This is an optimization exercise on Yosys and OpenROAD, whose aim is small area, a short achievable clock period and few clock cycles, not a production implementation.
The RTL was checked by simulation tests, not by an equivalence proof against the original design.
Power figures rest on the tool's default switching activity, not on a simulated workload.

==> branch tundra: inputs <==
==> flow/design.v (excerpt) <==
module jtlvi_core (
  input             clk,
  input             rst,         
  input             bus_valid,
  input             bus_we,
  input      [7:0]  bus_addr,
  input      [31:0] bus_wdata,
  output reg        rsp_valid,
  output reg [31:0] rsp_rdata,
  output reg        rsp_err,
  output reg        irq
);
Settings: LEC_CHECK=0, CAP_MARGIN=30, CORE_MARGIN=2, CORE_UTILIZATION=40, PLACE_DENSITY=0.6, SLEW_MARGIN=30; clock period 14.0 ns.
standard.sh (not shown) runs the stock make flow with config.mk's settings and CLKGATE_MAP_FILE= SYNTH_SCRIPT=/design/flow/synth_recipe.tcl, a recipe that flattens the netlist after the stock synthesis.
==> flow/flow/run.sh <==
#!/bin/bash
set -euo pipefail
bash standard.sh SETUP_SLACK_MARGIN=9.0 ABC_CLOCK_PERIOD_IN_PS=4500 finish > standard_flow.log 2>&1
==> branch harbor (differences from branch tundra) <==
--- a/flow/design.v
+++ b/flow/design.v
@@ -53,14 +53,10 @@
   reg [31:0] x0, x1, x2;
   reg        xv;            
   reg [15:0] acc;
   reg [31:0] mem_addr;
   reg [31:0] a0, a1, a2, a3, a4, a5, a6;
-  reg        rz;
-  wire [31:0] a0v = rz ? 32'd0 : a0, a1v = rz ? 32'd0 : a1, a2v = rz ? 32'd0 : a2,
-              a3v = rz ? 32'd0 : a3, a4v = rz ? 32'd0 : a4, a5v = rz ? 32'd0 : a5,
-              a6v = rz ? 32'd0 : a6;
   wire [7:0] opc = cmd_r[7:0];
   reg        op_cs, op_en, op_de;   
   wire       f0  = cmd_r[8];
   wire       f1  = cmd_r[9];
   wire       rsv_ok = (cmd_r[31:10] == 22'd0);
@@ -156,19 +152,19 @@
       2'd2: rg2 = 32'd0;
       default: rg2 = mem_addr;
     endcase
     rg3 = 32'd0;
     case (bus_addr[3:2])
-      2'd0: rg4 = a0v;
-      2'd1: rg4 = a1v;
-      2'd2: rg4 = a2v;
-      default: rg4 = a3v;
+      2'd0: rg4 = a0;
+      2'd1: rg4 = a1;
+      2'd2: rg4 = a2;
+      default: rg4 = a3;
     endcase
     case (bus_addr[3:2])
-      2'd0: rg5 = a4v;
-      2'd1: rg5 = a5v;
-      2'd2: rg5 = a6v;
+      2'd0: rg5 = a4;
+      2'd1: rg5 = a5;
+      2'd2: rg5 = a6;
       default: rg5 = 32'd0;
     endcase
     case (bus_addr[3:2])
       2'd0: rg6 = xres ? x0 : 32'd0;
       2'd1: rg6 = xres ? x1 : 32'd0;
@@ -206,30 +202,30 @@
   endfunction
   function ovl(input [8:0] b1, input lz1, input [8:0] l1, input [8:0] b2, input lz2, input [8:0] l2);
     ovl = !lz1 && !lz2 && ({1'b0, b1} < {1'b0, b2} + {1'b0, l2}) &&
           ({1'b0, b2} < {1'b0, b1} + {1'b0, l1});
   endfunction
-  wire a1z = (a1v == 32'd0), a3z = (a3v == 32'd0), a6z = (a6v == 32'd0);
-  wire a1t_le = (a1v[31:5] == 27'd0) && (a1v[4:0] <= 5'd21);
-  wire a3t_le = (a3v[31:5] == 27'd0) && (a3v[4:0] <= 5'd21);
-  wire [8:0] a1t = {a1v[4:0], 3'b000} + {1'b0, a1v[4:0], 2'b00};
-  wire [8:0] a3t = {a3v[4:0], 3'b000} + {1'b0, a3v[4:0], 2'b00};
+  wire a1z = (a1 == 32'd0), a3z = (a3 == 32'd0), a6z = (a6 == 32'd0);
+  wire a1t_le = (a1[31:5] == 27'd0) && (a1[4:0] <= 5'd21);
+  wire a3t_le = (a3[31:5] == 27'd0) && (a3[4:0] <= 5'd21);
+  wire [8:0] a1t = {a1[4:0], 3'b000} + {1'b0, a1[4:0], 2'b00};
+  wire [8:0] a3t = {a3[4:0], 3'b000} + {1'b0, a3[4:0], 2'b00};
   reg c_a0a1, c_a0t1, c_a2a3, c_a2t3, c_a5a6, c_oe1, c_oe2, c_od, c_lt4;
   reg [9:0] a23;            
   always @(posedge clk) begin
-    a23    <= {1'b0, a2v[8:0]} + {1'b0, a3v[8:0]};
-    c_a0a1 <= !inb(a0v, a1z, le256(a1v), a1v[8:0]);
-    c_a0t1 <= !inb(a0v, a1z, a1t_le, a1t);
-    c_a2a3 <= !inb(a2v, a3z, le256(a3v), a3v[8:0]);
-    c_a2t3 <= !inb(a2v, a3z, a3t_le, a3t);
-    c_a5a6 <= !inb(a5v, a6z, le256(a6v), a6v[8:0]);
-    c_oe1  <= ovl(a0v[8:0], a1z, a1t, a2v[8:0], a3z, a3v[8:0]);
-    c_oe2  <= ovl(a5v[8:0], a6z, a6v[8:0], a2v[8:0], a3z, a3v[8:0]);
-    c_od   <= ovl(a0v[8:0], a1z, a1v[8:0], a2v[8:0], a3z, a3t);
-    c_lt4  <= (a1v < 32'd4);
+    a23    <= {1'b0, a2[8:0]} + {1'b0, a3[8:0]};
+    c_a0a1 <= !inb(a0, a1z, le256(a1), a1[8:0]);
+    c_a0t1 <= !inb(a0, a1z, a1t_le, a1t);
+    c_a2a3 <= !inb(a2, a3z, le256(a3), a3[8:0]);
+    c_a2t3 <= !inb(a2, a3z, a3t_le, a3t);
+    c_a5a6 <= !inb(a5, a6z, le256(a6), a6[8:0]);
+    c_oe1  <= ovl(a0[8:0], a1z, a1t, a2[8:0], a3z, a3[8:0]);
+    c_oe2  <= ovl(a5[8:0], a6z, a6[8:0], a2[8:0], a3z, a3[8:0]);
+    c_od   <= ovl(a0[8:0], a1z, a1[8:0], a2[8:0], a3z, a3t);
+    c_lt4  <= (a1 < 32'd4);
   end
-  wire [31:0] tx = opc[0] ? a3v : a1v;
+  wire [31:0] tx = opc[0] ? a3 : a1;
   wire [32:0] t12s = {1'b0, tx[28:0], 3'b000} + {1'b0, tx[29:0], 2'b00};
   wire [31:0] t12 = ((tx[31:29] != 3'd0) || t12s[32]) ? 32'hFFFFFFFF : t12s[31:0];
   reg [15:0] ck;
   reg [8:0]  cnt;           
   reg        first;         
@@ -355,16 +351,13 @@
   wire [3:0] pcap  = a6r ? 4'd8 : pwr8;
   wire [3:0] pn    = (prem8 < pcap) ? prem8 : pcap;
   wire        a4nz  = (a4 != 32'd0);
   wire        a4big = (a4[31:13] != 19'd0);
   wire        enc_t = f1 || (a4nz && (a4big || (elen < a4[12:0])));
-  wire [12:0] elen4 = elen + 13'd4;
-  wire        u_lt0 = (elen < a4[12:0]), u_lt4 = (elen4 < a4[12:0]);
-  wire        usep_nx = a4nz && (a4big || (enc_t ? u_lt4 : u_lt0));
-  wire        u_gt0 = ({19'd0, elen} > a3), u_gt4 = ({19'd0, elen4} > a3);
-  reg         usep, enc_ovf;
+  wire        usep  = a4nz && (a4big || (elen < a4[12:0]));
   wire [31:0] enc_tot = usep ? a4 : {19'd0, elen};
+  wire        enc_ovf = usep ? (a4 > a3) : ({19'd0, elen} > a3);
   wire [8:0]  enc_p = usep ? (a4[8:0] - elen[8:0]) : 9'd0;
   wire [8:0]  drem  = rem;                       
   wire        d_end = (rem == 9'd0);
   wire        d_th  = (rem < 9'd4);
   wire [8:0]  drem4 = drem - 9'd4;
@@ -465,15 +458,10 @@
     pw1_n = pw1; pe = 1'b0; pe_a = 8'd0;
     xs0 = X_HOLD; xs1 = X_HOLD; xs2 = X_HOLD;
     kv0 = 3'd0; kv1 = 1'b0; sb = 1'b0; xe = 5'd0;
     st_d = 64'd0; st_n = 4'd0; st_wr = 1'b0; st_ck = 1'b0; st_ckw = 1'b0; st_a = wa;
     hw_w = 1'b0; hw_4 = 1'b0;
-      rz <= rst || srst;
-      if (rz) begin
-        a0 <= 32'd0; a1 <= 32'd0; a2 <= 32'd0; a3 <= 32'd0;
-        a4 <= 32'd0; a5 <= 32'd0; a6 <= 32'd0;
-      end
       if (pf_v) acc <= acc_fed;
       pf_v <= 1'b0;
       if (wr_ctrl) ie_n = bus_wdata[0];
       if (wr_status) begin
         if (bus_wdata[1]) done_n = 1'b0;
@@ -489,11 +477,11 @@
           op_de   <= (bus_wdata[7:0] == 8'h03) && (bus_wdata[31:8] == 24'd0);
           done_n  = 1'b0;
           errcode <= 6'd0;
           st_busy <= 1'b1;
           state_n = S_DISP;
-          setpa(a0v[7:0]);
+          setpa(a0[7:0]);
         end
         if (wr_acc)    acc <= bus_wdata[15:0];
         if (wr_ckfeed) begin pf_v <= 1'b1; pf_b <= bus_wdata[7:0]; end
         if (wr_memaddr) begin
           mem_addr <= bus_wdata;
@@ -728,13 +716,11 @@
             xe = ev_idx;
             fail(ev_err, X0_EIDX, X_HOLD, X_HOLD);
           end
           else begin
             et    <= enc_t;
-            elen  <= enc_t ? elen4 : elen;
-            usep  <= usep_nx;
-            enc_ovf <= usep_nx ? (a4 > a3) : (enc_t ? u_gt4 : u_gt0);
+            elen  <= elen + (enc_t ? 13'd4 : 13'd0);
             state_n = S_ESZ2;
           end
         end
         S_ESZ2: begin
           if (enc_ovf)
@@ -906,10 +892,12 @@
       errcode     <= 6'd0;
       xv          <= 1'b0;
       acc         <= 16'd0;
       pf_v        <= 1'b0;
       mem_addr    <= 32'd0;
+      a0 <= 32'd0; a1 <= 32'd0; a2 <= 32'd0; a3 <= 32'd0;
+      a4 <= 32'd0; a5 <= 32'd0; a6 <= 32'd0;
       state_n     = S_IDLE;
       setpa(8'd0);
     end
     ctrl_ie <= ie_n;
     st_done <= done_n;
==> branch pepper (differences from branch tundra) <==
--- a/flow/design.v
+++ b/flow/design.v
@@ -207,10 +207,11 @@
   function ovl(input [8:0] b1, input lz1, input [8:0] l1, input [8:0] b2, input lz2, input [8:0] l2);
     ovl = !lz1 && !lz2 && ({1'b0, b1} < {1'b0, b2} + {1'b0, l2}) &&
           ({1'b0, b2} < {1'b0, b1} + {1'b0, l1});
   endfunction
   wire a1z = (a1v == 32'd0), a3z = (a3v == 32'd0), a6z = (a6v == 32'd0);
+  reg  a1zr, a3zr, a6zr;      
   wire a1t_le = (a1v[31:5] == 27'd0) && (a1v[4:0] <= 5'd21);
   wire a3t_le = (a3v[31:5] == 27'd0) && (a3v[4:0] <= 5'd21);
   wire [8:0] a1t = {a1v[4:0], 3'b000} + {1'b0, a1v[4:0], 2'b00};
   wire [8:0] a3t = {a3v[4:0], 3'b000} + {1'b0, a3v[4:0], 2'b00};
   reg c_a0a1, c_a0t1, c_a2a3, c_a2t3, c_a5a6, c_oe1, c_oe2, c_od, c_lt4;
@@ -224,10 +225,13 @@
     c_a5a6 <= !inb(a5v, a6z, le256(a6v), a6v[8:0]);
     c_oe1  <= ovl(a0v[8:0], a1z, a1t, a2v[8:0], a3z, a3v[8:0]);
     c_oe2  <= ovl(a5v[8:0], a6z, a6v[8:0], a2v[8:0], a3z, a3v[8:0]);
     c_od   <= ovl(a0v[8:0], a1z, a1v[8:0], a2v[8:0], a3z, a3t);
     c_lt4  <= (a1v < 32'd4);
+    a1zr   <= a1z;
+    a3zr   <= a3z;
+    a6zr   <= a6z;
   end
   wire [31:0] tx = opc[0] ? a3v : a1v;
   wire [32:0] t12s = {1'b0, tx[28:0], 3'b000} + {1'b0, tx[29:0], 2'b00};
   wire [31:0] t12 = ((tx[31:29] != 3'd0) || t12s[32]) ? 32'hFFFFFFFF : t12s[31:0];
   reg [15:0] ck;
@@ -281,18 +285,20 @@
   reg        tcm;           
   reg [2:0]  nq;            
   wire [15:0] ns_tag = wtl[15:0];   
   reg [7:0]  ns_d;
   reg [7:0]  bd;
-  wire [16:0] y1 = {1'b0, ck} + {8'd0, cs_b1, 1'b0};
-  wire [16:0] y2 = {1'b0, ck} + {6'd0, cs_p2};
-  wire [16:0] y3 = {1'b0, ck} + {5'd0, cs_p3};
-  wire [16:0] y4 = {1'b0, ck} + {4'd0, cs_p4};
-  wire [16:0] y5 = {1'b0, ck} + {3'd0, cs_p5};
-  wire [16:0] y6 = {1'b0, ck} + {2'd0, cs_p6};
-  wire [16:0] y7 = {1'b0, ck} + {1'd0, cs_p7};
-  wire [17:0] y8 = {2'b0, ck} + {1'b0, cs_p8};
+  wire [16:0] y1, y2, y3, y4, y5, y6, y7, y8s;
+  jtlvi_add17 u_y1 (.x({1'b0, ck}), .y({8'd0, cs_b1, 1'b0}), .s(y1));
+  jtlvi_add17 u_y2 (.x({1'b0, ck}), .y({6'd0, cs_p2}), .s(y2));
+  jtlvi_add17 u_y3 (.x({1'b0, ck}), .y({5'd0, cs_p3}), .s(y3));
+  jtlvi_add17 u_y4 (.x({1'b0, ck}), .y({4'd0, cs_p4}), .s(y4));
+  jtlvi_add17 u_y5 (.x({1'b0, ck}), .y({3'd0, cs_p5}), .s(y5));
+  jtlvi_add17 u_y6 (.x({1'b0, ck}), .y({2'd0, cs_p6}), .s(y6));
+  jtlvi_add17 u_y7 (.x({1'b0, ck}), .y({1'd0, cs_p7}), .s(y7));
+  jtlvi_add17 u_y8 (.x({1'b0, ck}), .y(cs_p8), .s(y8s));
+  wire [17:0] y8 = {cs_p8[16] & ~y8s[16], y8s};
   wire g1 = y1[1] ^ y1[16], g2 = y2[2] ^ y2[16], g3 = y3[3] ^ y3[16], g4 = y4[4] ^ y4[16];
   wire g5 = y5[5] ^ y5[16], g6 = y6[6] ^ y6[16];
   wire c1 = ck[0];
   wire k1 = c1;                         
   wire k2 = c1 & g1;
@@ -382,22 +388,27 @@
       3'd3: hdr = wwin[39:8];
       default: hdr = wwin[31:0];
     endcase
   wire        h_due = wk_act && (off <= sbase + 9'd4);
   wire        h_two = h_due && !d_end && !d_th && (off <= sbase) && (hdr[15:2] == 14'd0);
-  wire        h_tv  = ({7'd0, drem4} < hdr[15:0]);
+  wire [8:0]  rem3  = rem - 9'd3;
+  wire [8:0]  off4  = off + 9'd4;
+  wire [16:0] hs, ho;
+  jtlvi_add17 u_hs (.x({8'd0, rem3}), .y({8'd0, ~hdr[8:0]}), .s(hs));
+  jtlvi_add17 u_ho (.x({8'd0, off4}), .y({8'd0, hdr[8:0]}), .s(ho));
+  wire        h_tv  = (hdr[15:9] != 7'd0) || !hs[9];
   wire [31:0] wA = rd[63:32], wB = rd[31:0];
   wire        bval = (wrem >= 6'd2);
   wire [5:0]  tag_err_A = (wA[31:16] != 16'd0) ? E_TAG_RANGE :
                           (wA[15:0] == 16'hFFFF) ? E_TAG_RESERVED : 6'd0;
   wire [5:0]  tag_err_B = (wB[31:16] != 16'd0) ? E_TAG_RANGE :
                           (wB[15:0] == 16'hFFFF) ? E_TAG_RESERVED : 6'd0;
   wire [5:0]  len_err_A = (wA[31:16] != 16'd0) ? E_VALUE_LENGTH : 6'd0;
   wire [5:0]  len_err_B = (wB[31:16] != 16'd0) ? E_VALUE_LENGTH : 6'd0;
   wire        lzA = (wA == 32'd0), lleA = le256(wA);
   function ovl_out(input [8:0] b1, input lz1, input [8:0] l1);
-    ovl_out = !lz1 && !a3z && ({1'b0, b1} < a23) && ({1'b0, a2[8:0]} < {1'b0, b1} + {1'b0, l1});
+    ovl_out = !lz1 && !a3zr && ({1'b0, b1} < a23) && ({1'b0, a2[8:0]} < {1'b0, b1} + {1'b0, l1});
   endfunction
   wire [5:0]  adr_err_A = !inb(wA, vlz, vlle, vl9) ? E_VALUE_BOUNDS :
                           ovl_out(wA[8:0], vlz, vl9) ? E_VALUE_OVERLAP : 6'd0;
   wire [5:0]  adr_err_B = !inb(wB, lzA, lleA, wA[8:0]) ? E_VALUE_BOUNDS :
                           ovl_out(wB[8:0], lzA, wA[8:0]) ? E_VALUE_OVERLAP : 6'd0;
@@ -536,11 +547,11 @@
           if (op_cs) begin
             if (c_a0a1) begin
               kv0 = 3'd1; fail(E_BOUNDS, X0_K, X1_A0, X2_A1);
             end else begin
               cnt   <= a1[8:0];
-              state_n = a1z ? S_CSW : S_CS;    
+              state_n = a1zr ? S_CSW : S_CS;    
             end
           end else if (op_en) begin
             if (c_a0t1) begin
               kv0 = 3'd2; fail(E_BOUNDS, X0_K, X1_A0, X2_T12);
             end else if (c_a2a3) begin
@@ -555,11 +566,11 @@
               wc     <= 2'd0;
               eidx   <= 5'd0;
               wrem   <= {1'b0, a1[4:0]} + {a1[4:0], 1'b0};    
               ev_err <= 6'd0;
               elen   <= 13'd4;
-              state_n = a1z ? S_ESZ1 : S_EV;
+              state_n = a1zr ? S_ESZ1 : S_EV;
             end
           end else if (op_de) begin
             if (c_a0a1) begin
               kv0 = 3'd6; fail(E_BOUNDS, X0_K, X1_A0, X2_A1);
             end else if (c_a2t3) begin
@@ -607,12 +618,12 @@
               wk_act <= 1'b0; wk_ev <= W_TV; wtl <= hdr;
             end else if (d_cap) begin
               wk_act <= 1'b0; wk_ev <= W_CAP;
             end else begin
               xs0 = X0_INC;
-              off <= off + 9'd4 + hdr[8:0];
-              rem <= rem - 9'd4 - hdr[8:0];
+              off <= ho[8:0];
+              rem <= hs[8:0];
             end
           end
           if (dstall) begin
             dstall <= 1'b0;
             sbase  <= sbase + 9'd8;
@@ -753,11 +764,11 @@
             nq    <= 3'd0;
             tflag <= et;
             prem  <= enc_p;
             pwr   <= a6[8:0];
             pra   <= a5[7:0];
-            a6r   <= a6z || (a6[8:0] == 9'd1) || (a6[8:0] == 9'd2) || (a6[8:0] == 9'd4);
+            a6r   <= a6zr || (a6[8:0] == 9'd1) || (a6[8:0] == 9'd2) || (a6[8:0] == 9'd4);
             si    <= 5'd0;
             sa    <= a0[7:0];
             state_n = S_EM;
           end
         end
@@ -793,11 +804,11 @@
           rk  <= K_NONE;
           rkn <= 4'd0;
           case (iph)
             I_HDR: begin
               rk  <= K_HDR;
-              iph <= a1z ? I_TAIL : !f0 ? I_D0 : tcm ? I_SC0 : I_SCAN;
+              iph <= a1zr ? I_TAIL : !f0 ? I_D0 : tcm ? I_SC0 : I_SCAN;
             end
             I_D0: begin setpe(dp + 8'd8); rk <= K_VADDR; iph <= I_D1; end
             I_D1: begin setpe(dp);        rk <= K_TV;    iph <= I_V0; end
             I_V0: begin
               setpa(rd[39:32]);
@@ -1105,11 +1116,11 @@
         tflag <= 1'b0;
       end else if (prem == 9'd0) begin
         rk  <= K_CKW;
         iph <= I_STOP;
       end else begin
-        rk   <= a6z ? K_ZPAD : K_PAT;
+        rk   <= a6zr ? K_ZPAD : K_PAT;
         setpe(pra);
         rkn  <= pn;
         prem <= prem - {5'd0, pn};
         if (!a6r) begin
           if (pwr == {5'd0, pn}) begin
==> branch nickel (differences from branch tundra) <==
--- a/flow/design.v
+++ b/flow/design.v
@@ -207,10 +207,11 @@
   function ovl(input [8:0] b1, input lz1, input [8:0] l1, input [8:0] b2, input lz2, input [8:0] l2);
     ovl = !lz1 && !lz2 && ({1'b0, b1} < {1'b0, b2} + {1'b0, l2}) &&
           ({1'b0, b2} < {1'b0, b1} + {1'b0, l1});
   endfunction
   wire a1z = (a1v == 32'd0), a3z = (a3v == 32'd0), a6z = (a6v == 32'd0);
+  reg  a1zr, a3zr, a6zr;      
   wire a1t_le = (a1v[31:5] == 27'd0) && (a1v[4:0] <= 5'd21);
   wire a3t_le = (a3v[31:5] == 27'd0) && (a3v[4:0] <= 5'd21);
   wire [8:0] a1t = {a1v[4:0], 3'b000} + {1'b0, a1v[4:0], 2'b00};
   wire [8:0] a3t = {a3v[4:0], 3'b000} + {1'b0, a3v[4:0], 2'b00};
   reg c_a0a1, c_a0t1, c_a2a3, c_a2t3, c_a5a6, c_oe1, c_oe2, c_od, c_lt4;
@@ -224,10 +225,13 @@
     c_a5a6 <= !inb(a5v, a6z, le256(a6v), a6v[8:0]);
     c_oe1  <= ovl(a0v[8:0], a1z, a1t, a2v[8:0], a3z, a3v[8:0]);
     c_oe2  <= ovl(a5v[8:0], a6z, a6v[8:0], a2v[8:0], a3z, a3v[8:0]);
     c_od   <= ovl(a0v[8:0], a1z, a1v[8:0], a2v[8:0], a3z, a3t);
     c_lt4  <= (a1v < 32'd4);
+    a1zr   <= a1z;
+    a3zr   <= a3z;
+    a6zr   <= a6z;
   end
   wire [31:0] tx = opc[0] ? a3v : a1v;
   wire [32:0] t12s = {1'b0, tx[28:0], 3'b000} + {1'b0, tx[29:0], 2'b00};
   wire [31:0] t12 = ((tx[31:29] != 3'd0) || t12s[32]) ? 32'hFFFFFFFF : t12s[31:0];
   reg [15:0] ck;
@@ -393,11 +397,11 @@
                           (wB[15:0] == 16'hFFFF) ? E_TAG_RESERVED : 6'd0;
   wire [5:0]  len_err_A = (wA[31:16] != 16'd0) ? E_VALUE_LENGTH : 6'd0;
   wire [5:0]  len_err_B = (wB[31:16] != 16'd0) ? E_VALUE_LENGTH : 6'd0;
   wire        lzA = (wA == 32'd0), lleA = le256(wA);
   function ovl_out(input [8:0] b1, input lz1, input [8:0] l1);
-    ovl_out = !lz1 && !a3z && ({1'b0, b1} < a23) && ({1'b0, a2[8:0]} < {1'b0, b1} + {1'b0, l1});
+    ovl_out = !lz1 && !a3zr && ({1'b0, b1} < a23) && ({1'b0, a2[8:0]} < {1'b0, b1} + {1'b0, l1});
   endfunction
   wire [5:0]  adr_err_A = !inb(wA, vlz, vlle, vl9) ? E_VALUE_BOUNDS :
                           ovl_out(wA[8:0], vlz, vl9) ? E_VALUE_OVERLAP : 6'd0;
   wire [5:0]  adr_err_B = !inb(wB, lzA, lleA, wA[8:0]) ? E_VALUE_BOUNDS :
                           ovl_out(wB[8:0], lzA, wA[8:0]) ? E_VALUE_OVERLAP : 6'd0;
@@ -536,11 +540,11 @@
           if (op_cs) begin
             if (c_a0a1) begin
               kv0 = 3'd1; fail(E_BOUNDS, X0_K, X1_A0, X2_A1);
             end else begin
               cnt   <= a1[8:0];
-              state_n = a1z ? S_CSW : S_CS;    
+              state_n = a1zr ? S_CSW : S_CS;    
             end
           end else if (op_en) begin
             if (c_a0t1) begin
               kv0 = 3'd2; fail(E_BOUNDS, X0_K, X1_A0, X2_T12);
             end else if (c_a2a3) begin
@@ -555,11 +559,11 @@
               wc     <= 2'd0;
               eidx   <= 5'd0;
               wrem   <= {1'b0, a1[4:0]} + {a1[4:0], 1'b0};    
               ev_err <= 6'd0;
               elen   <= 13'd4;
-              state_n = a1z ? S_ESZ1 : S_EV;
+              state_n = a1zr ? S_ESZ1 : S_EV;
             end
           end else if (op_de) begin
             if (c_a0a1) begin
               kv0 = 3'd6; fail(E_BOUNDS, X0_K, X1_A0, X2_A1);
             end else if (c_a2t3) begin
@@ -753,11 +757,11 @@
             nq    <= 3'd0;
             tflag <= et;
             prem  <= enc_p;
             pwr   <= a6[8:0];
             pra   <= a5[7:0];
-            a6r   <= a6z || (a6[8:0] == 9'd1) || (a6[8:0] == 9'd2) || (a6[8:0] == 9'd4);
+            a6r   <= a6zr || (a6[8:0] == 9'd1) || (a6[8:0] == 9'd2) || (a6[8:0] == 9'd4);
             si    <= 5'd0;
             sa    <= a0[7:0];
             state_n = S_EM;
           end
         end
@@ -793,11 +797,11 @@
           rk  <= K_NONE;
           rkn <= 4'd0;
           case (iph)
             I_HDR: begin
               rk  <= K_HDR;
-              iph <= a1z ? I_TAIL : !f0 ? I_D0 : tcm ? I_SC0 : I_SCAN;
+              iph <= a1zr ? I_TAIL : !f0 ? I_D0 : tcm ? I_SC0 : I_SCAN;
             end
             I_D0: begin setpe(dp + 8'd8); rk <= K_VADDR; iph <= I_D1; end
             I_D1: begin setpe(dp);        rk <= K_TV;    iph <= I_V0; end
             I_V0: begin
               setpa(rd[39:32]);
@@ -1105,11 +1109,11 @@
         tflag <= 1'b0;
       end else if (prem == 9'd0) begin
         rk  <= K_CKW;
         iph <= I_STOP;
       end else begin
-        rk   <= a6z ? K_ZPAD : K_PAT;
+        rk   <= a6zr ? K_ZPAD : K_PAT;
         setpe(pra);
         rkn  <= pn;
         prem <= prem - {5'd0, pn};
         if (!a6r) begin
           if (pwr == {5'd0, pn}) begin
==> qor summary <==
Final period utilization: branch tundra 0.3627; branch pepper 0.3633; branch harbor 0.3756; branch nickel 0.3709
Non-clock inverter total of the final layout: branch tundra 498; branch pepper 479; branch harbor 480; branch nickel 479
Post-Synthesis Mean Instance Area: branch tundra 10.58 sq um; branch pepper 10.64 sq um; branch harbor 10.66 sq um; branch nickel 10.64 sq um
Core region area: branch tundra 445100 sq um; branch pepper 444500 sq um; branch harbor 441100 sq um; branch nickel 441500 sq um
Synth Area in Simple Gates: branch tundra 0.1148; branch pepper 0.1176; branch harbor 0.1149; branch nickel 0.1180
Least-Margin Pin Slew: branch tundra 1.345 ns; branch pepper 1.222 ns; branch harbor 1.178 ns; branch nickel 1.200 ns
Post-Synthesis Cells: branch tundra 16890; branch pepper 16750; branch harbor 16600; branch nickel 16680
Multi-input combinational area share: branch tundra 0.4035; branch pepper 0.4009; branch harbor 0.3980; branch nickel 0.3989
Crit path depth: branch tundra 14; branch pepper 12; branch harbor 13; branch nickel 14
Reg-to-reg critical path startpoint: branch tundra pa[6]$_SDFFE_PN0N_; branch pepper pa[3]$_SDFFE_PN0N_; branch harbor a3[26]$_SDFFE_PN0P_; branch nickel rd[48]$_DFF_P_
Max Clock Freq: branch tundra 197.0 MHz; branch pepper 196.6 MHz; branch harbor 190.2 MHz; branch nickel 192.6 MHz
Outcome: branch tundra complete, no violations; branch pepper failed layout checks; branch harbor complete, no violations; branch nickel complete, no violations
Violated checks: branch tundra -; branch pepper antenna violations; branch harbor -; branch nickel -
Power of the clock network: branch tundra 9.66 mW; branch pepper 9.87 mW; branch harbor 9.94 mW; branch nickel 9.75 mW
Adder-cell share of the synthesized area: branch tundra 0.06018; branch pepper 0.06029; branch harbor 0.05980; branch nickel 0.06078
CP Buf/Inv Count: branch tundra 3; branch pepper 2; branch harbor 2; branch nickel 2
Cell internal power dissipation: branch tundra 22.95 mW; branch pepper 22.49 mW; branch harbor 18.39 mW; branch nickel 21.90 mW
Testbench counts of branch tundra, summed over its fixed seeds: cycles 29,842.
Testbench counts of branch harbor, summed over its fixed seeds: cycles 29,842.
Testbench counts of branch pepper, summed over its fixed seeds: cycles 29,842.
Testbench counts of branch nickel, summed over its fixed seeds: cycles 29,842.

[afterwards: timing with drivers on the ports]
How much do the figures lean on ideal ports? The routed layouts below were timed once more, with nothing changed but the port constraints.
Step 1 assumes that a clkbuf_16 drives the clock port and a buf_2 every other input.
Step 2 moves the port delays by t, midway between the first and last clock arrival at a register: inputs arrive t later, outputs are due t later. That takes back most of the time a late clock gives input paths.
Slacks: no drivers / after step 1 / after step 2; pairs: no drivers / after step 1.
run	shift t [ns]	slack for setup (ns)	slew at the worst register clock pin (ns)
branch tundra	1.102	8.923 / 8.873 / 7.826	0.07 / 0.07
branch harbor	1.107	8.742 / 8.742 / 7.735	0.07 / 0.07
branch pepper	1.133	8.913 / 8.821 / 7.688	0.07 / 0.07
branch nickel	1.119	8.807 / 8.807 / 7.877	0.07 / 0.07
The setup slack of branch pepper, which loses most, moves by -0.092 ns with the drivers and by -1.225 ns with both steps.
